Context: an optimization exercise on an open-source flow, tuned for a short achievable clock period and few clock cycles per item. The choices shown serve that exercise and are no tape-out recipe. The RTL was checked by simulation tests, not by an equivalence proof against the original design. Power figures rest on the tool's default switching activity, not on a simulated workload.

$ cat flow/config.mk
export PLATFORM = sky130hd
export DESIGN_NAME = yay0_dec
export DESIGN_NICKNAME = yay0_dec
export VERILOG_FILES = /design/flow/design.v
export SDC_FILE = /design/flow/constraint.sdc
export NUM_CORES = 4
export LEC_CHECK = 0
export CAP_MARGIN = 20
export CORE_MARGIN = 2
export CORE_UTILIZATION = 60
export CTS_CLUSTER_DIAMETER = 100
export CTS_CLUSTER_SIZE = 20
export SETUP_SLACK_MARGIN = 5
export SLEW_MARGIN = 20
$ cat flow/constraint.sdc
create_clock -name core_clock -period 8.0 [get_ports {clk}]
set_input_delay 1.6000 -clock core_clock [delete_from_list [all_inputs] [get_ports {clk}]]
set_output_delay 1.6000 -clock core_clock [all_outputs]
set_load 0.01 [all_outputs]
$ cat flow/design.v
module yay0_dec (
    input  wire        clk,
    input  wire        rst,         
    input  wire        start,       
    input  wire [31:0] base,        
    input  wire [31:0] in_len,      
    input  wire [31:0] out_cap,     
    output wire        busy,
    output wire        done,        
    output wire [3:0]  err,         
    output wire [31:0] size,        
    output reg         in_re,
    output reg  [31:0] in_addr,
    input  wire [7:0]  in_rdata,
    output reg         out_we,
    output reg  [31:0] out_waddr,
    output reg  [7:0]  out_wdata,
    output reg         out_re,
    output reg  [31:0] out_raddr,
    input  wire [7:0]  out_rdata
);
    localparam [3:0] E_NONE   = 4'd0,
                     E_MAGIC  = 4'd1,
                     E_BOUNDS = 4'd4,
                     E_TRUNC  = 4'd5,
                     E_BADREF = 4'd8;
    localparam [2:0] P_IDLE = 3'd0,
                     P_HDR  = 3'd2,
                     P_EV1  = 3'd3,
                     P_RUN  = 3'd5,
                     P_FIN  = 3'd6;
    localparam KD = 8;      
    localparam PD = 4;      
    localparam CD = 2;      
    localparam [1:0] T_C = 2'd0, T_P = 2'd1, T_K = 2'd2;
    localparam [1:0] R_CWT = 2'd0, R_LIT = 2'd1, R_CPY = 2'd2;
    localparam [1:0] O_LIT = 2'd0, O_CPY = 2'd1, O_END = 2'd2;
    localparam [1:0] K_LIT = 2'd0, K_D1 = 2'd1, K_D2 = 2'd2, K_MEM = 2'd3;
    reg        busy_r, done_r;
    reg [3:0]  err_r;
    reg [2:0]  ph;
    reg        start_q;
    reg [31:0] c_base, c_len, c_cap;
    reg [31:0] h_size;
    reg [31:0] size_o;
    reg        size_gt;              
    assign busy = busy_r;
    assign done = done_r;
    assign err  = err_r;
    assign size = size_o;
    reg [32:0] ca;                   
    reg [33:0] pa, ka;               
    reg        ce, pe, ke;           
    reg [3:0]  c_res, p_res, k_res;  
    reg [1:0]  i_tag;
    reg        i_ok;
    reg        r_v;                  
    reg [1:0]  r_tag;
    reg        r_ok;
    reg [23:0] c_asm;
    reg [1:0]  c_asm_n;
    reg [33*CD-1:0] cq;              
    reg [1:0]  cq_n;
    reg [7:0]  p_hi;
    reg        p_half;
    reg [17*PD-1:0] pq;              
    reg [2:0]  pq_n;
    reg [9*KD-1:0] kq;               
    reg [3:0]  kq_n;
    wire [32:0] cq0 = cq[32:0];
    wire [16:0] pq0 = pq[16:0];
    wire [8:0]  kq0 = kq[8:0];
    reg [1:0]  h_n;
    reg        h_magic_ok, h_t0, h_t3;
    reg [31:0] cw;
    reg        cw_t;
    reg [5:0]  cb;
    reg        cb_nz, cb_1;          
    reg [31:0] cw2;                  
    reg        cw2_t, cw2_v;
    reg        cq_ne, pq_ne, kq_ne;  
    localparam RW = 2 + 16 + 8 + 1 + 1 + 9;
    reg [2*RW-1:0] rq;
    reg [1:0]  rq_n;
    reg [22:0] rh;                   
    reg [22:0] rhm1;                 
    reg        rh_z, rh_1;           
    reg [8:0]  rl;                   
    reg        rem_z;                
    reg [11:0] ol;                   
    reg        obig;                 
    localparam QW = 2 + 8 + 9 + 12 + 4;
    reg [2*QW-1:0] dq;
    reg [1:0]  dq_n;
    reg        cv;
    reg [1:0]  ct;
    reg [7:0]  cbyte;
    reg [8:0]  ccnt;
    reg [11:0] cd;                   
    reg [1:0]  ckind;
    reg [3:0]  cerr;
    reg        clast;
    reg [31:0] wp;                   
    reg        rv, rend;
    reg [3:0]  rerr;
    reg [1:0]  rkind;
    reg [7:0]  rbyte;
    reg        mv, mend;
    reg [3:0]  merr;
    reg [1:0]  mkind;
    reg [7:0]  mbyte;
    reg [7:0]  l1, l2;               
    wire [QW-1:0] dq0 = dq[QW-1:0];
    wire [1:0]  dq0_t    = dq0[34:33];
    wire [7:0]  dq0_byte = dq0[32:25];
    wire [8:0]  dq0_n    = dq0[24:16];
    wire [11:0] dq0_d    = dq0[15:4];
    wire [3:0]  dq0_err  = dq0[3:0];
    wire w_take = (dq_n != 2'd0) && (!cv || clast);
    wire [RW-1:0] rq0 = rq[RW-1:0];
    wire [1:0]  r0_t    = rq0[36:35];
    wire [15:0] r0_pair = rq0[34:19];
    wire [7:0]  r0_byte = rq0[18:11];
    wire        r0_pt   = rq0[10];
    wire        r0_kt   = rq0[9];
    wire [8:0]  r0_n    = rq0[8:0];
    wire [11:0] r0_d    = r0_pair[11:0];
    wire h_fail = (ph == P_EV1) && (h_t0 || !h_magic_ok || h_t3 || size_gt);
    wire [3:0] h_code = h_t0 ? E_TRUNC : !h_magic_ok ? E_MAGIC : h_t3 ? E_TRUNC : E_BOUNDS;
    wire e_can  = (ph == P_RUN) && (dq_n != 2'd2);
    wire e_end0 = e_can && rem_z;
    wire e_take = e_can && !rem_z && (rq_n != 2'd0);
    wire [8:0]  e_n    = (r0_t == R_LIT) ? 9'd1 : r0_n;
    wire [9:0]  e_dlo  = {1'b0, rl} - {1'b0, e_n};
    wire        e_b    = e_dlo[9];
    wire        e_bnd  = rh_z && e_b;
    wire        e_bad  = !obig && (r0_d >= ol);
    wire [12:0] e_osum = {1'b0, ol} + {4'd0, e_n};
    wire        e_trunc = (r0_t == R_CWT) ||
                          ((r0_t == R_LIT) && r0_kt) ||
                          ((r0_t == R_CPY) && (r0_pt || (r0_pair[15:12] == 4'd0 && r0_kt)));
    wire        e_err  = e_trunc || ((r0_t == R_CPY) && (e_bad || e_bnd));
    wire [3:0]  e_code = e_trunc ? E_TRUNC : e_bad ? E_BADREF : E_BOUNDS;
    wire [1:0]  e_t    = (h_fail || e_end0 || e_err) ? O_END : (r0_t == R_LIT) ? O_LIT : O_CPY;
    wire [3:0]  e_ec   = h_fail ? h_code : e_end0 ? E_NONE : e_code;
    wire e_push = e_end0 || e_take || h_fail;
    wire [QW-1:0] q_ent = {e_t, r0_byte, r0_n, r0_d, e_ec};
    wire d_space  = (rq_n != 2'd2);
    wire d_on     = (ph == P_RUN) && cb_nz && d_space;
    wire pf0      = (pq0[15:12] == 4'd0);
    wire d_cwt    = d_on && cw_t;
    wire d_lit    = d_on && !cw_t && cw[31] && kq_ne;
    wire d_cpy    = d_on && !cw_t && !cw[31] && pq_ne && (!pf0 || kq_ne);
    wire d_fire   = d_cwt || d_lit || d_cpy;
    wire c_mv     = (ph == P_RUN) && cq_ne && !cw2_v;
    wire d_load   = (ph == P_RUN) && cw2_v && (!cb_nz || (cb_1 && d_fire));
    wire h_take   = (ph == P_HDR) && cq_ne;
    wire [8:0] d_n = pf0 ? {1'b0, kq0[7:0]} + 9'd18 : {5'd0, pq0[15:12]} + 9'd2;
    wire [RW-1:0] d_ent = {d_cwt ? R_CWT : d_lit ? R_LIT : R_CPY,
                           pq0[15:0], kq0[7:0], pq0[16], kq0[8], d_n};
    wire pop_c = c_mv || h_take;
    wire pop_p = d_cpy;
    wire pop_k = d_lit || (d_cpy && pf0);
    wire want_c = ce && (c_res < 4'd8);
    wire want_p = pe && (p_res < 2 * PD);
    wire want_k = ke && (k_res < KD);
    wire urg_c  = want_c && (!ke || (c_res < 4'd4));
    wire iss_c  = urg_c || (want_c && !want_k && !want_p);
    wire iss_k  = !urg_c && want_k && (!want_p || (k_res <= p_res));
    wire iss_p  = !urg_c && !iss_k && want_p;
    wire c_ok   = ({1'b0, ca} < {2'b00, c_len});
    wire p_ok   = (pa < {2'b00, c_len});
    wire k_ok   = (ka < {2'b00, c_len});
    wire push_c = r_v && (r_tag == T_C) && (c_asm_n == 2'd3);
    wire push_p = r_v && (r_tag == T_P) && p_half;
    wire push_k = r_v && (r_tag == T_K);
    wire       w_en  = mv && !mend;
    wire [7:0] w_val = (mkind == K_LIT) ? mbyte :
                       (mkind == K_D1)  ? l1 :
                       (mkind == K_D2)  ? l2 : out_rdata;
    integer i;
    always @(posedge clk) begin
        if (!busy_r) begin
            c_base <= base;
            c_len  <= in_len;
            c_cap  <= out_cap;
            ca     <= {1'b0, base} + 33'd1;
        end
        in_re <= iss_c || iss_k || iss_p;
        in_addr <= iss_k ? ka[31:0] : iss_p ? pa[31:0] : ca[31:0];
        i_tag   <= iss_k ? T_K : iss_p ? T_P : T_C;
        i_ok    <= iss_k ? k_ok : iss_p ? p_ok : c_ok;
        if (iss_c) ca <= ca + 33'd1;
        if (iss_k) ka <= ka + 34'd1;
        if (iss_p) pa <= pa + 34'd1;
        r_v   <= in_re;
        r_tag <= i_tag;
        r_ok  <= i_ok;
        c_res <= c_res + {3'd0, iss_c} - (pop_c ? 4'd4 : 4'd0);
        p_res <= p_res + {3'd0, iss_p} - (pop_p ? 4'd2 : 4'd0);
        k_res <= k_res + {3'd0, iss_k} - {3'd0, pop_k};
        if (r_v && r_tag == T_C) begin
            c_asm   <= {c_asm[15:0], in_rdata};
            c_asm_n <= c_asm_n + 2'd1;
        end
        if (r_v && r_tag == T_P) begin
            p_hi   <= in_rdata;
            p_half <= !p_half;
        end
        for (i = 0; i < CD; i = i + 1) begin
            if (pop_c) begin
                if (push_c && i == cq_n - 1)
                    cq[33*i +: 33] <= {!r_ok, c_asm, in_rdata};
                else if (i < CD - 1)
                    cq[33*i +: 33] <= cq[33*(i+1) +: 33];
            end else if (push_c && i == cq_n)
                cq[33*i +: 33] <= {!r_ok, c_asm, in_rdata};
        end
        cq_n <= cq_n + {1'b0, push_c} - {1'b0, pop_c};
        cq_ne <= push_c || (cq_n == 2'd2) || (cq_n == 2'd1 && !pop_c);
        for (i = 0; i < PD; i = i + 1) begin
            if (pop_p) begin
                if (push_p && i == pq_n - 1)
                    pq[17*i +: 17] <= {!r_ok, p_hi, in_rdata};
                else if (i < PD - 1)
                    pq[17*i +: 17] <= pq[17*(i+1) +: 17];
            end else if (push_p && i == pq_n)
                pq[17*i +: 17] <= {!r_ok, p_hi, in_rdata};
        end
        pq_n <= pq_n + {2'd0, push_p} - {2'd0, pop_p};
        pq_ne <= push_p || (pq_n > 3'd1) || (pq_n == 3'd1 && !pop_p);
        for (i = 0; i < KD; i = i + 1) begin
            if (pop_k) begin
                if (push_k && i == kq_n - 1)
                    kq[9*i +: 9] <= {!r_ok, in_rdata};
                else if (i < KD - 1)
                    kq[9*i +: 9] <= kq[9*(i+1) +: 9];
            end else if (push_k && i == kq_n)
                kq[9*i +: 9] <= {!r_ok, in_rdata};
        end
        kq_n <= kq_n + {3'd0, push_k} - {3'd0, pop_k};
        kq_ne <= push_k || (kq_n > 4'd1) || (kq_n == 4'd1 && !pop_k);
        case (ph)
            P_HDR: begin
                if (h_take) begin
                    h_n <= h_n + 2'd1;
                    case (h_n)
                        2'd0: begin h_magic_ok <= (cq0[31:0] == 32'h59617930); h_t0 <= cq0[32]; end
                        2'd1: begin h_size <= cq0[31:0]; size_gt <= (cq0[31:0] > c_cap); end
                        2'd2: begin pa <= {2'b00, c_base} + {2'b00, cq0[31:0]}; pe <= 1'b1; end
                        default: begin
                            ka <= {2'b00, c_base} + {2'b00, cq0[31:0]};
                            ke <= 1'b1;
                            h_t3 <= cq0[32];
                            ph   <= P_EV1;
                        end
                    endcase
                end
            end
            P_EV1: begin
                {rh, rl} <= h_size;
                rhm1  <= h_size[31:9] - 23'd1;
                rh_z  <= (h_size[31:9] == 23'd0);
                rh_1  <= (h_size[31:9] == 23'd1);
                rem_z <= (h_size == 32'd0);
                ol    <= 12'd0;
                obig  <= 1'b0;
                cb    <= 6'd0;
                cb_nz <= 1'b0;
                cb_1  <= 1'b0;
                cw_t  <= 1'b0;
                cw2_v <= 1'b0;
                if (h_fail) begin
                    ce <= 1'b0; pe <= 1'b0; ke <= 1'b0;
                    ph <= P_FIN;
                end else begin
                    ph <= P_RUN;
                end
            end
            default: ;
        endcase
        if (c_mv) begin
            cw2   <= cq0[31:0];
            cw2_t <= cq0[32];
            cw2_v <= 1'b1;
        end else if (d_load) begin
            cw2_v <= 1'b0;
        end
        if (d_load) begin
            cw   <= cw2;
            cw_t <= cw2_t;
            cb   <= 6'd32;
            cb_nz <= 1'b1;
            cb_1  <= 1'b0;
        end else if (d_fire) begin
            cw <= {cw[30:0], 1'b0};
            cb <= cb - 6'd1;
            cb_nz <= !cb_1;
            cb_1  <= (cb == 6'd2);
        end
        if (e_take) begin
            if (d_fire && rq_n == 2'd1) rq[0 +: RW] <= d_ent;
            else rq[0 +: RW] <= rq[RW +: RW];
        end else if (d_fire) begin
            if (rq_n == 2'd0) rq[0 +: RW] <= d_ent;
            else rq[RW +: RW] <= d_ent;
        end
        rq_n <= rq_n + {1'b0, d_fire} - {1'b0, e_take};
        if (e_take) begin
            rl    <= e_dlo[8:0];
            if (e_b) begin
                rh   <= rhm1;
                rhm1 <= rhm1 - 23'd1;
                rh_z <= rh_1;
                rh_1 <= (rhm1 == 23'd1);
            end
            rem_z <= (e_dlo[8:0] == 9'd0) && (e_b ? rh_1 : rh_z);
            ol    <= e_osum[11:0];
            obig  <= obig || e_osum[12];
        end
        if (e_push && (e_end0 || e_err)) begin
            ph <= P_FIN;
            ce <= 1'b0; pe <= 1'b0; ke <= 1'b0;
        end
        if (w_take) begin
            if (e_push && dq_n == 2'd1) dq[0 +: QW] <= q_ent;
            else dq[0 +: QW] <= dq[QW +: QW];
        end else if (e_push) begin
            if (dq_n == 2'd0) dq[0 +: QW] <= q_ent;
            else dq[QW +: QW] <= q_ent;
        end
        dq_n <= dq_n + {1'b0, e_push} - {1'b0, w_take};
        if (w_take) begin
            cv    <= 1'b1;
            ct    <= dq0_t;
            cbyte <= dq0_byte;
            ccnt  <= dq0_n;
            cd    <= dq0_d;
            ckind <= (dq0_d == 12'd0) ? K_D1 : (dq0_d == 12'd1) ? K_D2 : K_MEM;
            cerr  <= dq0_err;
            clast <= (dq0_t != O_CPY);
        end else if (cv) begin
            if (clast) cv <= 1'b0;
            ccnt  <= ccnt - 9'd1;
            clast <= (ccnt == 9'd2);
        end
        rv        <= cv;
        rend      <= (ct == O_END);
        rerr      <= cerr;
        rkind     <= (ct == O_LIT) ? K_LIT : ckind;
        rbyte     <= cbyte;
        out_re    <= cv && (ct == O_CPY) && (ckind == K_MEM);
        out_raddr <= wp + {20'hFFFFF, ~cd};      
        if (cv && ct != O_END) wp <= wp + 32'd1;
        mv    <= rv;
        mend  <= rend;
        merr  <= rerr;
        mkind <= rkind;
        mbyte <= rbyte;
        out_we    <= w_en;
        out_waddr <= out_waddr + {31'd0, w_en};
        out_wdata <= w_val;
        if (w_en) begin
            l1 <= w_val;
            l2 <= l1;
        end
        size_o <= h_size;
        err_r  <= merr;
        done_r <= mv && mend;
        if (mv && mend)
            busy_r <= 1'b0;
        start_q <= start && !busy_r;
        if (start && !busy_r) begin
            in_re   <= 1'b1;
            in_addr <= base;
            i_tag   <= T_C;
            i_ok    <= 1'b1;
            busy_r  <= 1'b1;
            ph      <= P_HDR;
            ce      <= 1'b1;
            c_res   <= 4'd1;
            c_asm_n <= 2'd0;
            cq_n    <= 2'd0;
            cq_ne   <= 1'b0;
            h_n     <= 2'd0;
        end
        if (start_q) begin
            p_res <= 4'd0; k_res <= 4'd0;
            p_half  <= 1'b0;
            pq_n <= 3'd0; kq_n <= 4'd0;
            pq_ne <= 1'b0; kq_ne <= 1'b0;
            rq_n <= 2'd0;
            dq_n <= 2'd0;
            wp   <= 32'd0;
            out_waddr <= 32'hFFFFFFFF;
        end
        if (rst) begin
            ph      <= P_IDLE;
            start_q <= 1'b0;
            busy_r  <= 1'b0;
            done_r  <= 1'b0;
            in_re   <= 1'b0;
            out_we  <= 1'b0;
            out_re  <= 1'b0;
            ce <= 1'b0; pe <= 1'b0; ke <= 1'b0;
            r_v  <= 1'b0;
            rq_n <= 2'd0;
            dq_n <= 2'd0;
            cv   <= 1'b0;
            rv   <= 1'b0;
            mv   <= 1'b0;
        end
    end
endmodule
$ cat flow/run.sh
#!/bin/bash
# synth_recipe.tcl (not shown) runs the flow's synth.tcl, then flattens the netlist and writes it again
# the make line also repeats each setting of config.mk as NAME=value (left out here)
make -C /OpenROAD-flow-scripts/flow DESIGN_CONFIG=/design/flow/config.mk WORK_HOME=/design/flow/orfs CLKGATE_MAP_FILE= SYNTH_SCRIPT=/design/flow/synth_recipe.tcl finish
==> results of run 1 <==
[cell type report]
type,instances,area share (%)
clock buffers,98,2.90
well taps,1050,2.38
multi-input cells,2657,35.8
flip-flops and latches,1043,50.4
clock inverters,6,0.150
inverters,190,1.32
repair buffers,429,7.09
[report_power, final]
part / switching [mW] / leakage (nW) / total [mW] / internal [mW]
Sequential: 0.351 / 9.28 / 6.65 / 6.30
Clock: 1.74 / 0.799 / 3.12 / 1.38
Combinational: 1.06 / 11.4 / 1.99 / 0.929
[final timing paths]
path	endpoint	depth (start not counted)
min	err_r[2]	0
max reg2reg	ol[4]	18
max	ol[4]	18
min reg2reg	err_r[2]	0
[registers in the layout (all words and copies together), names as in the netlist, 33 cells and up]
name	cells
rq	74
kq	72
dq	68
pq	68
cq	66
ka	34
pa	34
ca	33
[synth_stat cells, types with 6 or more instances]
cell,number
sky130_fd_sc_hd__a211oi_1,13
sky130_fd_sc_hd__a21boi_0,7
sky130_fd_sc_hd__a21o_1,59
sky130_fd_sc_hd__a21oi_1,159
sky130_fd_sc_hd__a311o_1,28
sky130_fd_sc_hd__a311oi_1,12
sky130_fd_sc_hd__a31oi_1,12
sky130_fd_sc_hd__and2_1,16
sky130_fd_sc_hd__and3_1,65
sky130_fd_sc_hd__and4_1,12
sky130_fd_sc_hd__buf_1,8
sky130_fd_sc_hd__buf_2,11
sky130_fd_sc_hd__clkbuf_1,101
sky130_fd_sc_hd__dfxtp_1,356
sky130_fd_sc_hd__edfxtp_1,687
sky130_fd_sc_hd__fa_1,7
sky130_fd_sc_hd__ha_1,257
sky130_fd_sc_hd__inv_1,187
sky130_fd_sc_hd__mux2_2,204
sky130_fd_sc_hd__mux2i_1,44
sky130_fd_sc_hd__mux4_2,8
sky130_fd_sc_hd__nand2_1,507
sky130_fd_sc_hd__nand2b_1,59
sky130_fd_sc_hd__nand3_1,97
sky130_fd_sc_hd__nand4_1,51
sky130_fd_sc_hd__nand4b_1,6
sky130_fd_sc_hd__nor2_1,252
sky130_fd_sc_hd__nor2b_1,52
sky130_fd_sc_hd__nor3_1,61
sky130_fd_sc_hd__nor3b_1,10
sky130_fd_sc_hd__nor4_1,22
sky130_fd_sc_hd__o211ai_1,8
sky130_fd_sc_hd__o21a_1,21
sky130_fd_sc_hd__o21ai_0,158
sky130_fd_sc_hd__o21ai_1,10
sky130_fd_sc_hd__o21bai_1,17
sky130_fd_sc_hd__o31ai_1,14
sky130_fd_sc_hd__or2_2,12
sky130_fd_sc_hd__or3_1,23
sky130_fd_sc_hd__or4_1,13
sky130_fd_sc_hd__xnor2_1,144
sky130_fd_sc_hd__xor2_1,131
[worst max-delay path: stages, from the launching register on]
cell and delay (ns):
sky130_fd_sc_hd__edfxtp_1 0.40, sky130_fd_sc_hd__nand2b_4 0.21, sky130_fd_sc_hd__nand2_1 0.15, sky130_fd_sc_hd__inv_1 0.07, sky130_fd_sc_hd__ha_1 0.31, sky130_fd_sc_hd__nor2b_2 0.19, sky130_fd_sc_hd__o21ai_2 0.16, sky130_fd_sc_hd__a21boi_1 0.11
sky130_fd_sc_hd__buf_4 0.14, sky130_fd_sc_hd__buf_4 0.12, sky130_fd_sc_hd__buf_4 0.12, sky130_fd_sc_hd__buf_4 0.12, sky130_fd_sc_hd__buf_4 0.12, sky130_fd_sc_hd__buf_4 0.12, sky130_fd_sc_hd__buf_4 0.12, sky130_fd_sc_hd__buf_4 0.12
sky130_fd_sc_hd__buf_4 0.12, sky130_fd_sc_hd__buf_4 0.12, sky130_fd_sc_hd__nor3_1 0.15
[layer usage]
layer	vias to the layer above	share of wire, %
li1	15100	-
met1	15400	44
met2	1009	47
met3	139	7.1
met4	0	2.2
met5	-	0
[metrics by stage]
step / cells / hold slack [ns] / util [%] / area, sq um
3_5_place_dp: 5232 / 0.312 / 65.3 / 51300
4_1_cts: 5425 / 0.331 / 68.8 / 54100
6_report: 5473 / 0.330 / 70.2 / 55200
3_3_place_gp: 5232 / 0.310 / 65.3 / 51300
5_1_grt: 5473 / 0.335 / 70.2 / 55200
2_1_floorplan: 4010 / 0.310 / - / 47600
[cell families (layout without fill, tap and decap cells)]
logic type | Yosys count | count (layout)
and+or+nand+nor | 1290 | 1294
DFF | 1043 | 1043
AOI/OAI and AO/OA | 566 | 567
buffers and inverters | 315 | 723
xor gates and xnor gates | 275 | 275
adders and majority gates | 264 | 264
muxes | 256 | 256
other | 1 | 1
[timing repair]
action | 4_1_cts | 5_1_grt
endpoints found under the setup margin | 505 | 312
buffers inserted | 82 | 44
pin swaps | 38 | 64
resized for setup | 286 | 168
gates cloned | 7 | 4
==> notes.md, run 1 <==
Outcome
The flow ran to the end and the layout has no timing, DRC or antenna violations.

Layout
In the layout the commonest cells are 687 x sky130_fd_sc_hd__edfxtp_1, 497 x sky130_fd_sc_hd__nand2_1, 333 x sky130_fd_sc_hd__dfxtp_1, 240 x sky130_fd_sc_hd__nor2_1, 234 x sky130_fd_sc_hd__ha_1. The library cell used most frequently in the layout, excluding fill and tap cells, is sky130_fd_sc_hd__edfxtp_1. The final layout net count is 4758. The number of filler instances in the final layout is 5708. Across the whole layout, storage elements account for 27800 sq um. The footprint of the multi-input gates is 19800 sq um.

0 antenna diodes ended up in the layout. The area overhead of the layout relative to synthesis is 16.3%. The share of cells above drive strength 1 is 15.8%.

CTS
CTS placed an instance of sky130_fd_sc_hd__clkbuf_16 at the clock tree root. After clock tree synthesis, the clock-pin slew on the worst setup and hold paths is 0.09 ns. The number of clock sinks is 1043. The CTS tree is done. The H-tree was split into 2 levels. Hold repair after CTS inserted 0 buffers. The clock buffer count from CTS is 58. The later pin in the worst-skew pair is clocked with a latency of 0.67 ns. The maximum buffer depth of the clock tree is 3.

Global route
The met3 global-route usage is 3.54%. The total global-route track usage is 27.9%. The initial antenna violation count is 2. The number of global-route vias before repair came to 29600.

For this run, global-route usage on met2 was measured as 44.5%. In the global route stage, met1 resource usage came out at 41.0%. The wire length of the first global-routing pass is 176 mm. met2 is the most crowded layer.

Summed over all layers, the global routing overflow is 0. Entering global routing, the biggest net connects 65 pins.

Power
The highest ir drop seen on vdd is 0.000180 V. The completed layout was analyzed and its total power is 11.8 mW. For this design the ratio of total power to cell area is 213 nW/um^2. The static leakage is 21.5 nW.

Critical path
The reg-to-reg setup timing slack is 4.88 ns. STA classifies the critical path endpoint as a register. The startpoint class of the critical path is a register. The critical register-to-register path startpoint is rq[36]. The timing startpoint of the critical path is rq[36].

STA puts the critical path data arrival time at 3.62 ns. The required time of the worst setup path is 8.50 ns. The critical path is of the reg2reg type. Along the worst path, the maximum fanout reaches 5.

Synth
The synthesized netlist occupies a cell area of 47400 sq um. A synthesized cell averages 11.8 sq um. By area the synthesized netlist is led by sky130_fd_sc_hd__edfxtp_1 43%, sky130_fd_sc_hd__dfxtp_1 15%, sky130_fd_sc_hd__ha_1 6.8%.

The synthesized netlist devotes 7.61% of its cell area to compound gates. The share of the Yosys chip area taken by registers is 58.5%. The synthesized design contains 687 enable-type register cells. Counting every net in the synthesized netlist gives 4389.

The top cell type by area accounts for 43.5% of the synthesized area. The number of different library cells used by synthesis comes to 88. Synthesis produced 4010 cells. In the synthesized netlist the dominant register cell turns out to be sky130_fd_sc_hd__edfxtp_1. The largest family of logic cells by synthesized area is simple AND/OR/NAND/NOR gates. The post-synthesis share of cell area spent on and, or, nand and nor gates is 13.0%. In this run, synthesis produced a sequential element count of 1043.

For this run, the number of Yosys warnings is 1. The adder-cell share of the synthesized area is 7.07%. The multiplexer share of the synthesized area is 6.15%. The xor and xnor fraction of the mapped netlist area is 5.08%. The cell taking the most area after synthesis is sky130_fd_sc_hd__edfxtp_1.

The async set-reset flop share out of synthesis is 0%.

Routing
Wires add up to 117 mm. For this run, design rule violations remaining after detail routing come to 0. The count of nets left with antenna violations once routing finished came out at 0. The routed layout has 31600 vias. The ratio of routed vias to standard cells is 5.78. The wire length per cell is 21.3 um. The violation count after the first detailed-routing iteration is 2775. The first TritonRoute pass finished after 6 iterations.

Floorplanning
From left edge to right edge, the die measures 285 um. For this configuration, the core starts out at a cell density of 60.3%. The area of the die is 81300 sq um.

The area inside the core boundary is 78600 sq um. The total number of placement rows is 103. During I/O placement, the number of pins put on the boundary was 260. The y dimension of the die is 285 um.

Timing
The worst clock skew on the final layout is 0.0267 ns. The routed design could run at a clock period as short as 3.12 ns. The final worst setup slack is 4.88 ns. The max-slew violation count was 0. The final number of hold-violating endpoints is 0. In this run the tightest slew margin relative to its limit is 17.4%. The actual slew at the worst max-slew pin is 1.23 ns. In the finished design, the share of the clock period the worst path needs comes to 39.0%. The sum of negative setup slack is 0 ns. Setup repair after global routing could not meet its margin everywhere.

The setup-violating endpoint count in the final report is 0. For this run, the top clock speed supported by timing is 0.320 GHz.

Place
At the end of routability-driven placement, the weighted congestion stood at 0.906. Prior to clock tree synthesis, the placed netlist has a worst setup slack of 3.60 ns. Summed over all nets, the half-perimeter wirelength after detailed placement is 79.4 mm. During placement, the flow inserted port buffers numbering 258.

Job
Max-cap violations in this run came to 0.

Min path
The min-delay analysis places its worst path in the category reg2reg. In this run the most critical hold path is launched from merr[2].
Testbench counts, summed over its fixed seeds: cycles 236,650, bytes 233,110.
==> run 2: changes to the inputs <==
--- a/flow/design.v
+++ b/flow/design.v
@@ -37,6 +37,7 @@
     localparam [1:0] O_LIT = 2'd0, O_CPY = 2'd1, O_END = 2'd2;
     localparam [1:0] K_LIT = 2'd0, K_D1 = 2'd1, K_D2 = 2'd2, K_MEM = 2'd3;
     reg        busy_r, done_r;
+    reg        idle_r;               
     reg [3:0]  err_r;
     reg [2:0]  ph;
     reg        start_q;
@@ -72,6 +73,8 @@
     wire [8:0]  kq0 = kq[8:0];
     reg [1:0]  h_n;
     reg        h_magic_ok, h_t0, h_t3;
+    reg [33:0] h_sum;                
+    reg        ld_p, ld_k;
     reg [31:0] cw;
     reg        cw_t;
     reg [5:0]  cb;
@@ -82,8 +85,8 @@
     localparam RW = 2 + 16 + 8 + 1 + 1 + 9;
     reg [2*RW-1:0] rq;
     reg [1:0]  rq_n;
-    reg [22:0] rh;                   
-    reg [22:0] rhm1;                 
+    reg [22:0] rhm1;
+    reg        pb;
     reg        rh_z, rh_1;           
     reg [8:0]  rl;                   
     reg        rem_z;                
@@ -101,6 +104,7 @@
     reg [3:0]  cerr;
     reg        clast;
     reg [31:0] wp;                   
+    reg [19:0] wph_m1;               
     reg        rv, rend;
     reg [3:0]  rerr;
     reg [1:0]  rkind;
@@ -130,7 +134,7 @@
     wire e_can  = (ph == P_RUN) && (dq_n != 2'd2);
     wire e_end0 = e_can && rem_z;
     wire e_take = e_can && !rem_z && (rq_n != 2'd0);
-    wire [8:0]  e_n    = (r0_t == R_LIT) ? 9'd1 : r0_n;
+    wire [8:0]  e_n    = r0_n;          
     wire [9:0]  e_dlo  = {1'b0, rl} - {1'b0, e_n};
     wire        e_b    = e_dlo[9];
     wire        e_bnd  = rh_z && e_b;
@@ -155,7 +159,7 @@
     wire c_mv     = (ph == P_RUN) && cq_ne && !cw2_v;
     wire d_load   = (ph == P_RUN) && cw2_v && (!cb_nz || (cb_1 && d_fire));
     wire h_take   = (ph == P_HDR) && cq_ne;
-    wire [8:0] d_n = pf0 ? {1'b0, kq0[7:0]} + 9'd18 : {5'd0, pq0[15:12]} + 9'd2;
+    wire [8:0] d_n = cw[31] ? 9'd1 : pf0 ? {1'b0, kq0[7:0]} + 9'd18 : {5'd0, pq0[15:12]} + 9'd2;
     wire [RW-1:0] d_ent = {d_cwt ? R_CWT : d_lit ? R_LIT : R_CPY,
                            pq0[15:0], kq0[7:0], pq0[16], kq0[8], d_n};
     wire pop_c = c_mv || h_take;
@@ -178,27 +182,32 @@
     wire [7:0] w_val = (mkind == K_LIT) ? mbyte :
                        (mkind == K_D1)  ? l1 :
                        (mkind == K_D2)  ? l2 : out_rdata;
+    wire [12:0] src_lo = {1'b0, wp[11:0]} + {1'b1, ~cd};    
+    wire        src_b  = src_lo[12];
+    wire [32:0] ca_inc = ca + 33'd1;
+    wire [33:0] ka_inc = ka + 34'd1;
+    wire [33:0] pa_inc = pa + 34'd1;
     integer i;
     always @(posedge clk) begin
-        if (!busy_r) begin
+        if (idle_r) begin
             c_base <= base;
             c_len  <= in_len;
             c_cap  <= out_cap;
-            ca     <= {1'b0, base} + 33'd1;
         end
         in_re <= iss_c || iss_k || iss_p;
         in_addr <= iss_k ? ka[31:0] : iss_p ? pa[31:0] : ca[31:0];
         i_tag   <= iss_k ? T_K : iss_p ? T_P : T_C;
         i_ok    <= iss_k ? k_ok : iss_p ? p_ok : c_ok;
-        if (iss_c) ca <= ca + 33'd1;
-        if (iss_k) ka <= ka + 34'd1;
-        if (iss_p) pa <= pa + 34'd1;
+        ca <= (ca_inc & {33{iss_c}}) | (ca & {33{!iss_c}});
+        ka <= (ka_inc & {34{iss_k}}) | (ka & {34{!iss_k}});
+        pa <= (pa_inc & {34{iss_p}}) | (pa & {34{!iss_p}});
+        if (idle_r) ca <= {1'b0, base} + 33'd1;
         r_v   <= in_re;
         r_tag <= i_tag;
         r_ok  <= i_ok;
-        c_res <= c_res + {3'd0, iss_c} - (pop_c ? 4'd4 : 4'd0);
-        p_res <= p_res + {3'd0, iss_p} - (pop_p ? 4'd2 : 4'd0);
-        k_res <= k_res + {3'd0, iss_k} - {3'd0, pop_k};
+        c_res <= pop_c ? (iss_c ? c_res - 4'd3 : c_res - 4'd4) : (iss_c ? c_res + 4'd1 : c_res);
+        p_res <= pop_p ? (iss_p ? p_res - 4'd1 : p_res - 4'd2) : (iss_p ? p_res + 4'd1 : p_res);
+        k_res <= (pop_k == iss_k) ? k_res : pop_k ? k_res - 4'd1 : k_res + 4'd1;
         if (r_v && r_tag == T_C) begin
             c_asm   <= {c_asm[15:0], in_rdata};
             c_asm_n <= c_asm_n + 2'd1;
@@ -216,7 +225,7 @@
             end else if (push_c && i == cq_n)
                 cq[33*i +: 33] <= {!r_ok, c_asm, in_rdata};
         end
-        cq_n <= cq_n + {1'b0, push_c} - {1'b0, pop_c};
+        cq_n <= (pop_c == push_c) ? cq_n : pop_c ? cq_n - 2'd1 : cq_n + 2'd1;
         cq_ne <= push_c || (cq_n == 2'd2) || (cq_n == 2'd1 && !pop_c);
         for (i = 0; i < PD; i = i + 1) begin
             if (pop_p) begin
@@ -227,7 +236,7 @@
             end else if (push_p && i == pq_n)
                 pq[17*i +: 17] <= {!r_ok, p_hi, in_rdata};
         end
-        pq_n <= pq_n + {2'd0, push_p} - {2'd0, pop_p};
+        pq_n <= (pop_p == push_p) ? pq_n : pop_p ? pq_n - 3'd1 : pq_n + 3'd1;
         pq_ne <= push_p || (pq_n > 3'd1) || (pq_n == 3'd1 && !pop_p);
         for (i = 0; i < KD; i = i + 1) begin
             if (pop_k) begin
@@ -238,8 +247,21 @@
             end else if (push_k && i == kq_n)
                 kq[9*i +: 9] <= {!r_ok, in_rdata};
         end
-        kq_n <= kq_n + {3'd0, push_k} - {3'd0, pop_k};
+        kq_n <= (pop_k == push_k) ? kq_n : pop_k ? kq_n - 4'd1 : kq_n + 4'd1;
         kq_ne <= push_k || (kq_n > 4'd1) || (kq_n == 4'd1 && !pop_k);
+        pb   <= e_take && e_b;
+        rhm1 <= rhm1 - {22'd0, pb};
+        h_sum <= {2'b00, c_base} + {2'b00, cq0[31:0]};
+        if (ld_p) begin
+            pa   <= h_sum;
+            pe   <= 1'b1;
+            ld_p <= 1'b0;
+        end
+        if (ld_k) begin
+            ka   <= h_sum;
+            ke   <= 1'b1;
+            ld_k <= 1'b0;
+        end
         case (ph)
             P_HDR: begin
                 if (h_take) begin
@@ -247,10 +269,9 @@
                     case (h_n)
                         2'd0: begin h_magic_ok <= (cq0[31:0] == 32'h59617930); h_t0 <= cq0[32]; end
                         2'd1: begin h_size <= cq0[31:0]; size_gt <= (cq0[31:0] > c_cap); end
-                        2'd2: begin pa <= {2'b00, c_base} + {2'b00, cq0[31:0]}; pe <= 1'b1; end
+                        2'd2: ld_p <= 1'b1;
                         default: begin
-                            ka <= {2'b00, c_base} + {2'b00, cq0[31:0]};
-                            ke <= 1'b1;
+                            ld_k <= 1'b1;
                             h_t3 <= cq0[32];
                             ph   <= P_EV1;
                         end
@@ -258,7 +279,8 @@
                 end
             end
             P_EV1: begin
-                {rh, rl} <= h_size;
+                rl    <= h_size[8:0];
+                pb    <= 1'b0;
                 rhm1  <= h_size[31:9] - 23'd1;
                 rh_z  <= (h_size[31:9] == 23'd0);
                 rh_1  <= (h_size[31:9] == 23'd1);
@@ -309,10 +331,8 @@
         if (e_take) begin
             rl    <= e_dlo[8:0];
             if (e_b) begin
-                rh   <= rhm1;
-                rhm1 <= rhm1 - 23'd1;
                 rh_z <= rh_1;
-                rh_1 <= (rhm1 == 23'd1);
+                rh_1 <= pb ? (rhm1 == 23'd2) : (rhm1 == 23'd1);
             end
             rem_z <= (e_dlo[8:0] == 9'd0) && (e_b ? rh_1 : rh_z);
             ol    <= e_osum[11:0];
@@ -350,8 +370,11 @@
         rkind     <= (ct == O_LIT) ? K_LIT : ckind;
         rbyte     <= cbyte;
         out_re    <= cv && (ct == O_CPY) && (ckind == K_MEM);
-        out_raddr <= wp + {20'hFFFFF, ~cd};      
-        if (cv && ct != O_END) wp <= wp + 32'd1;
+        out_raddr <= {src_b ? wph_m1 : wp[31:12], src_lo[11:0]};
+        if (cv && ct != O_END) begin
+            wp <= wp + 32'd1;
+            if (wp[11:0] == 12'hFFF) wph_m1 <= wp[31:12];
+        end
         mv    <= rv;
         mend  <= rend;
         merr  <= rerr;
@@ -367,10 +390,13 @@
         size_o <= h_size;
         err_r  <= merr;
         done_r <= mv && mend;
-        if (mv && mend)
+        if (mv && mend) begin
             busy_r <= 1'b0;
-        start_q <= start && !busy_r;
-        if (start && !busy_r) begin
+            idle_r <= 1'b1;
+        end
+        start_q <= start && idle_r;
+        if (start && idle_r) begin
+            idle_r  <= 1'b0;
             in_re   <= 1'b1;
             in_addr <= base;
             i_tag   <= T_C;
@@ -383,6 +409,8 @@
             cq_n    <= 2'd0;
             cq_ne   <= 1'b0;
             h_n     <= 2'd0;
+            ld_p    <= 1'b0;
+            ld_k    <= 1'b0;
         end
         if (start_q) begin
             p_res <= 4'd0; k_res <= 4'd0;
@@ -392,12 +420,14 @@
             rq_n <= 2'd0;
             dq_n <= 2'd0;
             wp   <= 32'd0;
+            wph_m1 <= 20'hFFFFF;
             out_waddr <= 32'hFFFFFFFF;
         end
         if (rst) begin
             ph      <= P_IDLE;
             start_q <= 1'b0;
             busy_r  <= 1'b0;
+            idle_r  <= 1'b1;
             done_r  <= 1'b0;
             in_re   <= 1'b0;
             out_we  <= 1'b0;
==> run 2 against run 1 <==
Net effect: first-iteration DRC count is 6.5% lower; global-route usage is 1.1 points lower; non-clock buffer count is 82 lower; clock skew is 0.0053 ns lower; clock-buffer cell count is 12 higher; die area is 4.4% higher; still clean; sequential power is 6.3% higher; worst hold slack hardly changed; critical path depth is 17 lower; area after synthesis is 4.4% higher; power is 4.7% higher.
==> notes.md, run 2 <==
Synth
The distinct cell type count of the synthesized netlist is 88 (unchanged). The most frequently used flop master after synthesis is sky130_fd_sc_hd__edfxtp_1 (unchanged). The sequential-to-total area share from yosys stat is 59.6% (was 58.5%). The most common cell in the netlist is sky130_fd_sc_hd__edfxtp_1 (unchanged). The post-synthesis cell count was 3994 (was 4010).

Cell types occupying the most area after synthesis: sky130_fd_sc_hd__edfxtp_1 45%, sky130_fd_sc_hd__dfxtp_1 14%, sky130_fd_sc_hd__ha_1 6.5% (was sky130_fd_sc_hd__edfxtp_1 43%, sky130_fd_sc_hd__dfxtp_1 15%, sky130_fd_sc_hd__ha_1 6.8%). The post-synthesis sequential element count was 1100 (was 1043). The portion of synthesized cell area occupied by the leading cell type came to 45.5% (was 43.5%). The number of enable flip-flop cells after synthesis is 750 (was 687). The mean post-synth cell area was 12.4 sq um (was 11.8 sq um). The synthesized netlist net count is 4370 (was 4389). The post-synthesis cell area is 49500 sq um (was 47400 sq um). Top cell types by occurrence after synthesis: 750 x sky130_fd_sc_hd__edfxtp_1, 350 x sky130_fd_sc_hd__dfxtp_1, 349 x sky130_fd_sc_hd__nand2_1, 256 x sky130_fd_sc_hd__ha_1, 252 x sky130_fd_sc_hd__nor2_1 (was 687 x sky130_fd_sc_hd__edfxtp_1, 507 x sky130_fd_sc_hd__nand2_1, 356 x sky130_fd_sc_hd__dfxtp_1, 257 x sky130_fd_sc_hd__ha_1, 252 x sky130_fd_sc_hd__nor2_1). The cell taking the most area after synthesis is sky130_fd_sc_hd__edfxtp_1 (unchanged). The total of warnings raised by yosys was 1 (unchanged).

The async set-reset flop share out of synthesis came to 0% (unchanged).

Timing
The sum of negative setup slack is 0 ns (unchanged). The max-slew violation count was 0 (unchanged). The actual slew at the worst max-slew pin came to 1.06 ns (was 1.23 ns). The worst clock skew on the final layout is 0.0213 ns (was 0.0267 ns). The final worst setup slack is 5.03 ns (was 4.88 ns). RSZ-0062 raised after global routing: true (unchanged). The final number of hold-violating endpoints is 0 (unchanged). The time the final worst path needs with I/O delays and setup is 2.97 ns (was 3.12 ns). The worst relative slew slack is 29.6% (was 17.4%). The fmax is 0.337 GHz (was 0.320 GHz). The setup-violating endpoint count in the final report came to 0 (unchanged).

The final clock period utilization by the worst path is 37.1% (was 39.0%).

Routing
The via count is 31700 (was 31600). The number of detailed-route iterations in the first pass is 5 (was 6). The ratio of routed vias to standard cells is 5.87 (was 5.78).

The remaining antenna violation count after routing is 0 (unchanged). The wire length per cell came to 21.2 um (was 21.3 um). The overall routed net length is 114 mm (was 117 mm). The post-detailed-route DRC marker count is 0 (unchanged). The violation count after the first detailed-routing iteration came to 2594 (was 2775).

Global route
The total global-route track usage is 26.8% (was 27.9%). The number of global-route vias before repair came to 30000 (was 29600). The maximum number of pins on one net before global-route repair is 74 (was 65). The wire length of the first global-routing pass is 178 mm (was 176 mm). The leftover overflow at the end of global routing was 0 (unchanged). The initial antenna violation count is 9 (was 2).

Job
The max capacitance violation total is 0 (unchanged).

Critical path
The startpoint class of the critical path is a register (unchanged). The cell family with the largest share of critical-path delay is flip-flops (was buffers and inverters). The cell count along the critical path is 1 (was 18). The reg-to-reg setup timing slack was 5.07 ns (was 4.88 ns).

The class of the most critical setup path is reg2out (was reg2reg). The worst-path cell with the longest stage delay is sky130_fd_sc_hd__dfxtp_1 (was sky130_fd_sc_hd__edfxtp_1). The worst reg2reg path depth is 10 (was 18). The critical path data arrival time is 1.37 ns (was 3.62 ns). Worst path cell trace: dlygate4sd2_1 (was nand2b_4, nand2_1, inv_1, ha_1, nor2b_2, o21ai_2, a21boi_1, buf_4, buf_4, buf_4, buf_4, buf_4, buf_4, buf_4, buf_4, buf_4, buf_4, nor3_1). The required time of the worst setup path is 6.40 ns (was 8.50 ns). The type of element capturing the critical path is an output port (was register). The largest stage delay on the critical path came to 0.40 ns (about the same).

The number of buffers and inverters on the critical path is 1 (was 11). The highest fanout seen on the critical path was 1 (was 5).

Floorplanning
The total number of placement rows is 105 (was 103). The y dimension of the die is 291 um (was 285 um). The initial core utilization is 60.5% (was 60.3%). The horizontal extent of the die is 291 um (was 285 um). The count of pins on the block boundary is 260 (unchanged). The area inside the core boundary was 81800 sq um (was 78600 sq um). The area of the die came to 84900 sq um (was 81300 sq um).

Power
The highest ir drop seen on vdd is 0.000244 V (was 0.000180 V). The share of total power consumed by net switching is 26.8% (about the same). The power dissipated by switching net loads is 3.30 mW (was 3.15 mW). The internal power is 9.01 mW (was 8.61 mW). The power share of the combinational group is 15.9% (was 16.9%).

The part of the power in registers was 57.5% (was 56.5%). The power density relative to cell area is 220 nW/um^2 (was 213 nW/um^2). The share of power burned in the clock network is 26.7% (was 26.5%). The static leakage is 20.7 nW (was 21.5 nW).

CTS
The CTS H-tree depth is 2 (unchanged). The CTS tree is done (unchanged). The clock buffer count from CTS is 60 (was 58). The number of clock sinks is 1100 (was 1043).

The cell chosen for the clock root is sky130_fd_sc_hd__clkbuf_16 (unchanged). The clock transition at the registers of the reported paths was 0.08 ns (was 0.09 ns). The worst-skew pair later-pin latency is 0.68 ns (was 0.67 ns). The maximum buffer depth of the clock tree was 3 (unchanged). The number of buffers inserted by hold repair at cts is 0 (unchanged).

Layout
The area overhead of the layout relative to synthesis is 12.8% (was 16.3%). The final layout net count was 4653 (was 4758). The area taken by flip-flops and latches was 29600 sq um (was 27800 sq um).

The antenna diode count is 0 (unchanged). The number of filler instances in the final layout was 6211 (was 5708). The footprint of the multi-input gates is 19300 sq um (was 19800 sq um).

The top register by number of flip-flops is rq (unchanged). Leading registers by flop count: rq (74), kq (72) (unchanged). The most common cell after layout, fill and taps aside was sky130_fd_sc_hd__edfxtp_1 (unchanged). The share of cells above drive strength 1 is 12.8% (was 15.8%).

Highest-count cells in the layout ignoring fill and taps: 750 x sky130_fd_sc_hd__edfxtp_1, 347 x sky130_fd_sc_hd__nand2_1, 327 x sky130_fd_sc_hd__dfxtp_1, 252 x sky130_fd_sc_hd__ha_1, 246 x sky130_fd_sc_hd__nor2_1 (was 687 x sky130_fd_sc_hd__edfxtp_1, 497 x sky130_fd_sc_hd__nand2_1, 333 x sky130_fd_sc_hd__dfxtp_1, 240 x sky130_fd_sc_hd__nor2_1, 234 x sky130_fd_sc_hd__ha_1). The number of flip-flops in the largest register is 74 (unchanged). The final cell count without fillers is 5397 (was 5473).

Min path
The path category of the worst min-delay check is reg2reg (unchanged). The number of instances on the worst hold path was 0 (unchanged).

Place
The setup slack at placement came to 3.88 ns (was 3.60 ns). The number of placed instances, taps included is 5235 (was 5232). The global placer's final weighted congestion is 0.860 (was 0.906).

The quantity of I/O buffers inserted on ports is 258 (unchanged). The half-perimeter wire length after placement came to 79.0 mm (was 79.4 mm).

Outcome
Run status: finished clean (unchanged).
## run 2: area by class of cell
class                           count  area share, %
Clock inverter                      2         0.0717
Tap cell                         1070           2.40
Sequential cell                  1100           52.9
Clock buffer                      110           3.06
Multi-Input combinational cell   2601           34.6
Timing Repair Buffer              347           5.80
Inverter                          167           1.14
## run 2: per-stage QoR
stage / hold WS [ns] / util (%) / power (mW) / instance area (sq um)
finish: 0.330 / 68.3 / 12.3 / 55900
global placement: 0.311 / 65.2 / 9.13 / 53400
CTS: 0.332 / 67.8 / 12.4 / 55500
detailed placement: 0.313 / 65.3 / 9.17 / 53400
global route: 0.335 / 68.3 / 12.9 / 55900
floorplan: 0.310 / - / 8.30 / 49600
## run 2: power groups by stage
stage | Sequential (mW) | Combinational [mW] | Clock [mW]
final | 7.07 | 1.95 | 3.28
after CTS | 7.08 | 1.92 | 3.36
after floorplan | 7.13 | 1.17 | 0
after global routing | 7.14 | 2.16 | 3.55
after detailed placement | 7.21 | 1.96 | 0
after global placement | 7.21 | 1.92 | 0
## run 2: final timing paths
check | from | end
worst max register to register | cq[5] | h_sum[31]
worst min register to register | rbyte[0] | mbyte[0]
worst min-delay path | rbyte[0] | mbyte[0]
worst max-delay path | size_o[19] | size[19]
## run 2: logic make-up (layout without fill, tap and decap cells)
group | after synthesis | after routing | synth area share, %
buf+inv | 295 | 626 | 2.33
xor+xnor | 296 | 296 | 5.23
simple gates | 1132 | 1133 | 11.2
flops | 1100 | 1100 | 59.6
mux | 270 | 270 | 6.32
compound gates | 638 | 639 | 8.58
fa+ha+maj | 262 | 262 | 6.69
other cells | 1 | 1 | 0.00757
## run 2: what timing repair did
item,in CTS,in global routing
setup endpoints to repair,744,537
setup buffers,33,14
pin swaps,10,8
endpoints found under the hold margin,0,0
cloned,2,0
resized for setup,233,77
## run 2: routing by layer
layer	routed length, um	global-route usage [%]	part of all wire (%)
met4	3080	7.13	2.7
met5	9	0	0.0079
met3	6160	3.08	5.4
met2	51400	41.3	45
met1	53800	40.6	47
Testbench counts of run 2, summed over its fixed seeds: cycles 236,650, bytes 233,110.
==> run 3: changes to the inputs <==
--- a/flow/design.v
+++ b/flow/design.v
@@ -404,6 +404,8 @@
             busy_r  <= 1'b1;
             ph      <= P_HDR;
             ce      <= 1'b1;
+            pe      <= 1'b0;
+            ke      <= 1'b0;
             c_res   <= 4'd1;
             c_asm_n <= 2'd0;
             cq_n    <= 2'd0;
@@ -433,6 +435,7 @@
             out_we  <= 1'b0;
             out_re  <= 1'b0;
             ce <= 1'b0; pe <= 1'b0; ke <= 1'b0;
+            ld_p <= 1'b0; ld_k <= 1'b0;
             r_v  <= 1'b0;
             rq_n <= 2'd0;
             dq_n <= 2'd0;
==> run 3 against run 2 <==
Net effect: still clean; first-iteration DRC count up 2.0%; register-to-register slack better by 0.03 ns; synthesized cell count grew 1.9%; combinational power increased by 3%; cell count is 1.5% higher; area after synthesis grew 0.12%; power grew 1.1%; critical path depth is the same; clock-buffer cell count did not move; core utilization grew 0.087 points; critical path type unchanged; largest cell class unchanged; largest power group unchanged; highest routed layer unchanged.
==> notes.md, run 3 <==
Synth
The synthesized netlist net count is 4447 (was 4370). The mean post-synth cell area is 12.2 sq um (was 12.4 sq um). The multiplexer share of the synthesized area is 6.19% (was 6.32%). The compound-gate portion of the synthesized area is 7.66% (was 8.58%). The most common cell in the netlist is sky130_fd_sc_hd__edfxtp_1 (unchanged). The post-synthesis sequential element count is 1100 (unchanged).

The distinct cell type count of the synthesized netlist is 89 (was 88). Cell types occupying the most area after synthesis: sky130_fd_sc_hd__edfxtp_1 45%, sky130_fd_sc_hd__dfxtp_1 14%, sky130_fd_sc_hd__ha_1 6.5% (unchanged). The post-synthesis cell count is 4071 (was 3994). Top cell types by occurrence after synthesis: 750 x sky130_fd_sc_hd__edfxtp_1, 482 x sky130_fd_sc_hd__nand2_1, 350 x sky130_fd_sc_hd__dfxtp_1, 256 x sky130_fd_sc_hd__ha_1, 221 x sky130_fd_sc_hd__nor2_1 (was 750 x sky130_fd_sc_hd__edfxtp_1, 350 x sky130_fd_sc_hd__dfxtp_1, 349 x sky130_fd_sc_hd__nand2_1, 256 x sky130_fd_sc_hd__ha_1, 252 x sky130_fd_sc_hd__nor2_1). The cell taking the most area after synthesis is sky130_fd_sc_hd__edfxtp_1 (unchanged). The xor and xnor fraction of the mapped netlist area is 5.46% (was 5.23%). The portion of synthesized cell area occupied by the leading cell type came to 45.4% (was 45.5%).

The sequential-to-total area share from yosys stat is 59.6% (about the same). The largest family of logic cells by synthesized area is simple AND/OR/NAND/NOR gates (unchanged). The number of enable flip-flop cells after synthesis is 750 (unchanged). The most frequently used flop master after synthesis is sky130_fd_sc_hd__edfxtp_1 (unchanged). The total of warnings raised by yosys is 1 (unchanged).

The post-synthesis share of cell area spent on and, or, nand and nor gates is 12.1% (was 11.2%). The adder-cell share of the synthesized area is 6.68% (was 6.69%). The post-synthesis cell area is 49600 sq um (was 49500 sq um). The async set-reset flop share out of synthesis is 0% (unchanged).

Global route
The maximum number of pins on one net before global-route repair is 107 (was 74). The number of global-route vias before repair is 30400 (was 30000). The initial antenna violation count is 5 (was 9).

The leftover overflow at the end of global routing is 0 (unchanged). The total global-route track usage is 27.8% (was 26.8%). The wire length of the first global-routing pass is 182 mm (was 178 mm).

Floorplanning
The area of the die is 85000 sq um (was 84900 sq um). The horizontal extent of the die was 291 um (about the same). The area inside the core boundary was 82000 sq um (was 81800 sq um).

The initial core utilization is 60.5% (about the same). The total number of placement rows is 105 (unchanged). The count of pins on the block boundary was 260 (unchanged). The y dimension of the die is 291 um (about the same).

Critical path
Worst path cell trace: dlygate4sd2_1 (unchanged). The largest stage delay on the critical path is 0.39 ns (was 0.40 ns). The startpoint class of the critical path is a register (unchanged).

The worst-path cell with the longest stage delay is sky130_fd_sc_hd__dfxtp_2 (was sky130_fd_sc_hd__dfxtp_1). The required time of the worst setup path came to 6.40 ns (about the same). The reg-to-reg setup timing slack is 5.10 ns (was 5.07 ns). The cell family with the largest share of critical-path delay is flip-flops (unchanged).

The worst reg2reg path depth is 8 (was 10). The critical path data arrival time is 1.35 ns (was 1.37 ns). The number of buffers and inverters on the critical path is 1 (unchanged). The class of the most critical setup path is reg2out (unchanged). The highest fanout seen on the critical path came to 1 (unchanged). The type of element capturing the critical path is an output port (unchanged).

Layout
The share of cells above drive strength 1 is 11.1% (was 12.8%). The number of filler instances in the final layout was 6139 (was 6211). Highest-count cells in the layout ignoring fill and taps: 750 x sky130_fd_sc_hd__edfxtp_1, 480 x sky130_fd_sc_hd__nand2_1, 321 x sky130_fd_sc_hd__dfxtp_1, 252 x sky130_fd_sc_hd__ha_1, 215 x sky130_fd_sc_hd__nor2_1 (was 750 x sky130_fd_sc_hd__edfxtp_1, 347 x sky130_fd_sc_hd__nand2_1, 327 x sky130_fd_sc_hd__dfxtp_1, 252 x sky130_fd_sc_hd__ha_1, 246 x sky130_fd_sc_hd__nor2_1).

The area overhead of the layout relative to synthesis is 13.0% (was 12.8%). The most common cell after layout, fill and taps aside is sky130_fd_sc_hd__edfxtp_1 (unchanged). The final core utilization is 68.4% (was 68.3%). The top register by number of flip-flops is rq (unchanged). The final layout net count came to 4729 (was 4653).

The number of flip-flops in the largest register is 74 (unchanged). Leading registers by flop count: rq (74), kq (72) (unchanged).

Timing
The actual slew at the worst max-slew pin is 1.07 ns (was 1.06 ns). The final number of hold-violating endpoints is 0 (unchanged). The worst relative slew slack is 28.2% (was 29.6%). The final clock period utilization by the worst path is 36.9% (was 37.1%). The max-slew violation count is 0 (unchanged).

The setup-violating endpoint count in the final report is 0 (unchanged). The worst clock skew on the final layout is 0.0190 ns (was 0.0213 ns). The sum of negative setup slack is 0 ns (unchanged).

RSZ-0062 raised after global routing: true (unchanged). The time the final worst path needs with I/O delays and setup is 2.95 ns (was 2.97 ns). The fmax is 0.339 GHz (was 0.337 GHz).

CTS
The cell chosen for the clock root is sky130_fd_sc_hd__clkbuf_16 (unchanged). The clock transition at the registers of the reported paths is 0.08 ns (about the same). The CTS H-tree depth was 2 (unchanged). The clock buffer count from CTS was 61 (was 60).

The number of buffers inserted by hold repair at cts is 0 (unchanged). The CTS tree was done (unchanged). The worst-skew pair later-pin latency is 0.68 ns (about the same). The maximum buffer depth of the clock tree is 3 (unchanged).

The number of clock sinks is 1100 (unchanged).

Min path
The number of instances on the worst hold path is 0 (unchanged). The path category of the worst min-delay check is reg2reg (unchanged). The destination of the worst hold path is mbyte[0] (unchanged). The critical hold path startpoint is rbyte[0] (unchanged).

Routing
The violation count after the first detailed-routing iteration came to 2645 (was 2594). The remaining antenna violation count after routing is 0 (unchanged). The number of detailed-route iterations in the first pass is 6 (was 5). The ratio of routed vias to standard cells is 5.86 (was 5.87). The via count is 32100 (was 31700). The post-detailed-route DRC marker count is 0 (unchanged). The wire length per cell is 21.7 um (was 21.2 um).

The overall routed net length is 119 mm (was 114 mm).

Power
The share of total power consumed by net switching is 27.1% (was 26.8%). The share of power burned in the clock network came to 26.5% (was 26.7%). The internal power came to 9.07 mW (was 9.01 mW).

The part of the power in registers was 57.4% (was 57.5%). The power density relative to cell area is 222 nW/um^2 (was 220 nW/um^2). The highest ir drop seen on vdd was 0.000235 V (was 0.000244 V). The power dissipated by switching net loads was 3.37 mW (was 3.30 mW). The power share of the combinational group is 16.1% (was 15.9%). The static leakage is 21.1 nW (was 20.7 nW).

Place
The quantity of I/O buffers inserted on ports is 258 (unchanged). The half-perimeter wire length after placement is 82.5 mm (was 79.0 mm). The global placer's final weighted congestion is 0.893 (was 0.860).

Outcome
Run status: finished clean (unchanged).

Job
The max capacitance violation total is 0 (unchanged).
run 3: cell types whose count changed after synthesis, moves of 15 or more:
cell                       change
sky130_fd_sc_hd__mux2_1       +35
sky130_fd_sc_hd__o22ai_1      -27
sky130_fd_sc_hd__a311oi_1     -32
sky130_fd_sc_hd__nand3b_1     +21
sky130_fd_sc_hd__nand2_1     +133
sky130_fd_sc_hd__xnor2_1      +20
sky130_fd_sc_hd__nor2b_1      -15
sky130_fd_sc_hd__o21ai_0      +31
sky130_fd_sc_hd__mux2i_1      +31
sky130_fd_sc_hd__a21o_1       -21
sky130_fd_sc_hd__nor2_1       -31
sky130_fd_sc_hd__a211o_1      -19
sky130_fd_sc_hd__mux2_2       -68
run 3: cell type report:
cell class / count / area (sq um) / share of cell area, %
flip-flops and latches: 1100 / 29600 / 52.8
multi-input cells: 2682 / 19500 / 34.7
repair buffers: 346 / 3220 / 5.75
clock buffers: 110 / 1720 / 3.07
well taps: 1070 / 1340 / 2.39
inverters: 162 / 619 / 1.11
clock inverters: 4 / 88.8 / 0.159
diodes: 2 / 5.00 / 0.00893
run 3: per-stage QoR:
step           instance area, sq um  setup slack [ns]  hold WS [ns]  std cells  power (mW)
3_3_place_gp                  53400              3.62         0.311       5302        9.22
5_1_grt                       56000              4.94         0.335       5474        13.0
2_1_floorplan                 49700              4.93         0.310       4071        8.39
6_report                      56000              5.05         0.330       5476        12.4
4_1_cts                       55600              5.01         0.331       5452        12.5
3_5_place_dp                  53400              3.63         0.312       5303        9.26
run 3: how the worst max path moves through the flow:
stage	start	to	slack, ns	depth (start not counted)
floorplan	base[1]	register	4.93	9
global placement	base[0]	register	3.62	10
detailed placement	base[0]	register	3.63	10
CTS	size_o[12]	size[12]	5.01	1
global route	cq[0]	h_sum[26]	4.94	12
finish	size_o[11]	size[11]	5.05	1
run 3: power groups by stage:
stage	registers, mW	logic (mW)	clock network [mW]
floorplan	7.18	1.22	0
global placement	7.27	1.95	0
detailed placement	7.28	1.98	0
CTS	7.15	1.97	3.37
global route	7.21	2.22	3.56
finish	7.14	2.01	3.29
run 3: per-layer routing:
metal	GRT usage (%)	up-vias	share of wire [%]
met3	3.34	151	6.3
met2	44.6	1007	46
met1	40.7	15600	45
met5	0	-	0.011
met4	6.81	2	2.4
li1	-	15300	-
run 3: repair_timing:
action	in CTS	in global routing
gates cloned	5	1
setup buffers	30	19
resized for setup	238	57
setup endpoints to repair	653	282
pin swaps	13	13
run 3: cells by family after synthesis:
kind of cell | count (synthesis)
flip-flops | 1100
other | 1
multiplexers | 268
XOR/XNOR | 308
buffers and inverters | 295
AND/OR/NAND/NOR | 1242
adder cells (fa/ha/maj) | 262
AO/OA/AOI/OAI | 595
Testbench counts of run 3, summed over its fixed seeds: cycles 236,650, bytes 233,110.
==> run 4: changes to the inputs <==
--- a/flow/design.v
+++ b/flow/design.v
@@ -404,8 +404,6 @@
             busy_r  <= 1'b1;
             ph      <= P_HDR;
             ce      <= 1'b1;
-            pe      <= 1'b0;
-            ke      <= 1'b0;
             c_res   <= 4'd1;
             c_asm_n <= 2'd0;
             cq_n    <= 2'd0;
@@ -435,7 +433,6 @@
             out_we  <= 1'b0;
             out_re  <= 1'b0;
             ce <= 1'b0; pe <= 1'b0; ke <= 1'b0;
-            ld_p <= 1'b0; ld_k <= 1'b0;
             r_v  <= 1'b0;
             rq_n <= 2'd0;
             dq_n <= 2'd0;
==> flow/flow/run.sh (new file) <==
#!/bin/bash
# The standard layout (standard.sh: the standard synthesis, floorplan,
# placement, CTS and routing, unchanged), with two repair settings changed:
#  - the I/O port buffers are inserted as buf_4 cells rather than the
#    resizer's default pick, a slow delay cell;
set -euo pipefail
export BUFFER_PORTS_ARGS="-buffer_cell sky130_fd_sc_hd__buf_4"
export SETUP_SLACK_MARGIN=5.4
bash standard.sh > standard.log 2>&1
==> flow/standard.sh (new file) <==
#!/bin/bash
# synth_recipe.tcl (not shown) runs the flow's synth.tcl, then flattens the netlist and writes it again
# the make line also repeats each setting of config.mk as NAME=value (left out here)
make -C /OpenROAD-flow-scripts/flow DESIGN_CONFIG=/design/flow/config.mk WORK_HOME=/design/flow/orfs CLKGATE_MAP_FILE= SYNTH_SCRIPT=/design/flow/synth_recipe.tcl "${@:-finish}"
--- a/flow/config.mk
+++ b/flow/config.mk
@@ -10,5 +10,4 @@
 export CORE_UTILIZATION = 60
 export CTS_CLUSTER_DIAMETER = 100
 export CTS_CLUSTER_SIZE = 20
-export SETUP_SLACK_MARGIN = 5
 export SLEW_MARGIN = 20
removed: flow/run.sh
==> run 4 against run 3 <==
Net effect: via count increased by 4.6%; cell count up 2.0%; combinational power up 24%; power up 3.8%.
==> notes.md, run 4 <==
Power
The power density relative to cell area came to 215 nW/um^2 (was 222 nW/um^2). The static leakage came to 22.5 nW (was 21.1 nW).

Outcome
Run status: finished clean (unchanged).

Global route
The total global-route track usage came to 28.3% (was 27.8%). The initial antenna violation count is 8 (was 5). The maximum number of pins on one net before global-route repair came to 87 (was 107).

The leftover overflow at the end of global routing came to 0 (unchanged).

Synth
The post-synthesis cell count is 3994 (was 4071). The total of warnings raised by yosys was 1 (unchanged). The post-synthesis cell area was 49500 sq um (was 49600 sq um). The most common cell in the netlist is sky130_fd_sc_hd__edfxtp_1 (unchanged). The cell taking the most area after synthesis was sky130_fd_sc_hd__edfxtp_1 (unchanged). The mean post-synth cell area is 12.4 sq um (was 12.2 sq um). The number of enable flip-flop cells after synthesis is 750 (unchanged). The distinct cell type count of the synthesized netlist came to 88 (was 89). Cell types occupying the most area after synthesis: sky130_fd_sc_hd__edfxtp_1 45%, sky130_fd_sc_hd__dfxtp_1 14%, sky130_fd_sc_hd__ha_1 6.5% (unchanged).

The post-synthesis sequential element count is 1100 (unchanged). The most frequently used flop master after synthesis was sky130_fd_sc_hd__edfxtp_1 (unchanged).

Timing
The worst clock skew on the final layout is 0.0343 ns (was 0.0190 ns). The worst relative slew slack came to 30.3% (was 28.2%). The final worst setup slack was 5.23 ns (was 5.05 ns). RSZ-0062 raised after global routing: true (unchanged). The max-slew violation count was 0 (unchanged). The final clock period utilization by the worst path came to 34.6% (was 36.9%).

The final number of hold-violating endpoints came to 0 (unchanged). The worst hold slack after final layout is 0.326 ns (was 0.330 ns).

Min path
The number of instances on the worst hold path is 0 (unchanged). The path category of the worst min-delay check is reg2reg (unchanged).

Floorplanning
The area of the die came to 84900 sq um (was 85000 sq um). The y dimension of the die is 291 um (about the same). The horizontal extent of the die is 291 um (about the same).

Critical path
The type of element capturing the critical path is an output port (unchanged). The reg-to-reg setup timing slack is 5.26 ns (was 5.10 ns). The critical register-to-register path startpoint is pq[12]. The end of the worst register-to-register path is rq[17]. The cell family with the largest share of critical-path delay was flip-flops (unchanged). The critical path data arrival time is 1.17 ns (was 1.35 ns).

The startpoint class of the critical path is a register (unchanged). The class of the most critical setup path is reg2out (unchanged). The required time of the worst setup path is 6.40 ns (about the same).

CTS
The clock transition at the registers of the reported paths is 0.09 ns (was 0.08 ns). The worst-skew pair later-pin latency is 0.69 ns (was 0.68 ns). The number of clock sinks was 1100 (unchanged). The CTS tree is done (unchanged).

Routing
The number of detailed-route iterations in the first pass came to 6 (unchanged). The post-detailed-route DRC marker count is 0 (unchanged). The ratio of routed vias to standard cells is 6.01 (was 5.86).

Layout
The top register by number of flip-flops is rq (unchanged). The share of cells above drive strength 1 is 29.2% (was 11.1%).
run 4: cell families after synthesis:
group | count (synthesis) | synth area share [%]
AO/OA/AOI/OAI | 638 | 8.58
adder cells (fa/ha/maj) | 262 | 6.69
XOR/XNOR | 296 | 5.23
multiplexers | 270 | 6.32
flip-flops | 1100 | 59.6
AND/OR/NAND/NOR | 1132 | 11.2
buffers and inverters | 295 | 2.33
other | 1 | 0.00757
run 4: where the power goes:
part           total, mW  switching (mW)  internal (mW)
Clock               3.33            1.84           1.49
Combinational       2.49            1.28           1.21
Sequential          7.10           0.386           6.71
Total               12.9            3.50           9.41
run 4: layout make-up:
type,instances,area (sq um)
flip-flops and latches,1100,29800
fillers,5533,21700
multi-input cells,2611,21200
repair buffers,524,5360
clock buffers,109,1750
well taps,1070,1340
inverters,167,652
clock inverters,3,52.6
diodes,1,2.50
run 4: worst max path at each step:
stage	from	endpoint	slack (ns)
after CTS	size_o[15]	size[15]	5.20
after global routing	rl[1]	dq[34]	5.20
after global placement	pq[13]	rq[5]	4.28
after floorplan	base[3]	register	5.03
final	size_o[15]	size[15]	5.23
after detailed placement	pq[13]	rq[0]	4.21
run 4: what timing repair did:
action	CTS	global route
gates resized for setup	487	247
gates cloned	18	22
setup buffers	129	75
setup endpoints to repair	1093	814
pin swaps	65	86
run 4: metal layers:
metal,routed length (um),global-route usage [%]
met1,56300,42.2
met2,58100,44.3
met3,10100,3.26
met4,3480,7.51
met5,86,0
run 4: metrics by stage:
stage	utilization (%)	instance area, sq um	cells	total power [mW]
after floorplan	-	50000	3994	8.30
after global placement	64.7	53000	5228	9.05
after detailed placement	64.8	53000	5228	9.09
after CTS	70.9	58000	5487	12.8
after global routing	73.5	60100	5584	13.4
final	73.5	60100	5585	12.9
Testbench counts of run 4, summed over its fixed seeds: cycles 236,650, bytes 233,110.

[separate check: timing with driven ports]
How much do the figures lean on ideal ports? The routed layouts below were timed once more, with nothing changed but the port constraints. Step 1 assumes that a clkbuf_16 drives the clock port and a buf_2 every other input. Step 2, shift: input delay + t, output delay - t, t = (earliest + latest rising clock arrival at the registers) / 2. This alone moves slack from input paths to output paths. Slacks: ideal ports / drivers / drivers and shift; pairs: ideal ports / drivers.
run	t (ns)	slack for setup (ns)	hold slack, ns	clock arrival spread, ns	worst slew at a driven data input, ns
run 1	0.726	4.880 / 4.880 / 4.309	0.330 / 0.330 / 0.330	0.031 / 0.030	0.05
run 2	0.742	5.032 / 4.962 / 4.358	0.330 / 0.330 / 0.330	0.022 / 0.023	0.06
run 3	0.734	5.050 / 4.979 / 4.378	0.330 / 0.330 / 0.330	0.027 / 0.027	0.07
run 4	0.740	5.231 / 5.164 / 4.671	0.326 / 0.326 / 0.326	0.044 / 0.045	0.07
After both steps every run listed still meets setup and hold. For run 2, which loses most, drivers alone change the setup slack by -0.070 ns; drivers and shift together by -0.674 ns.
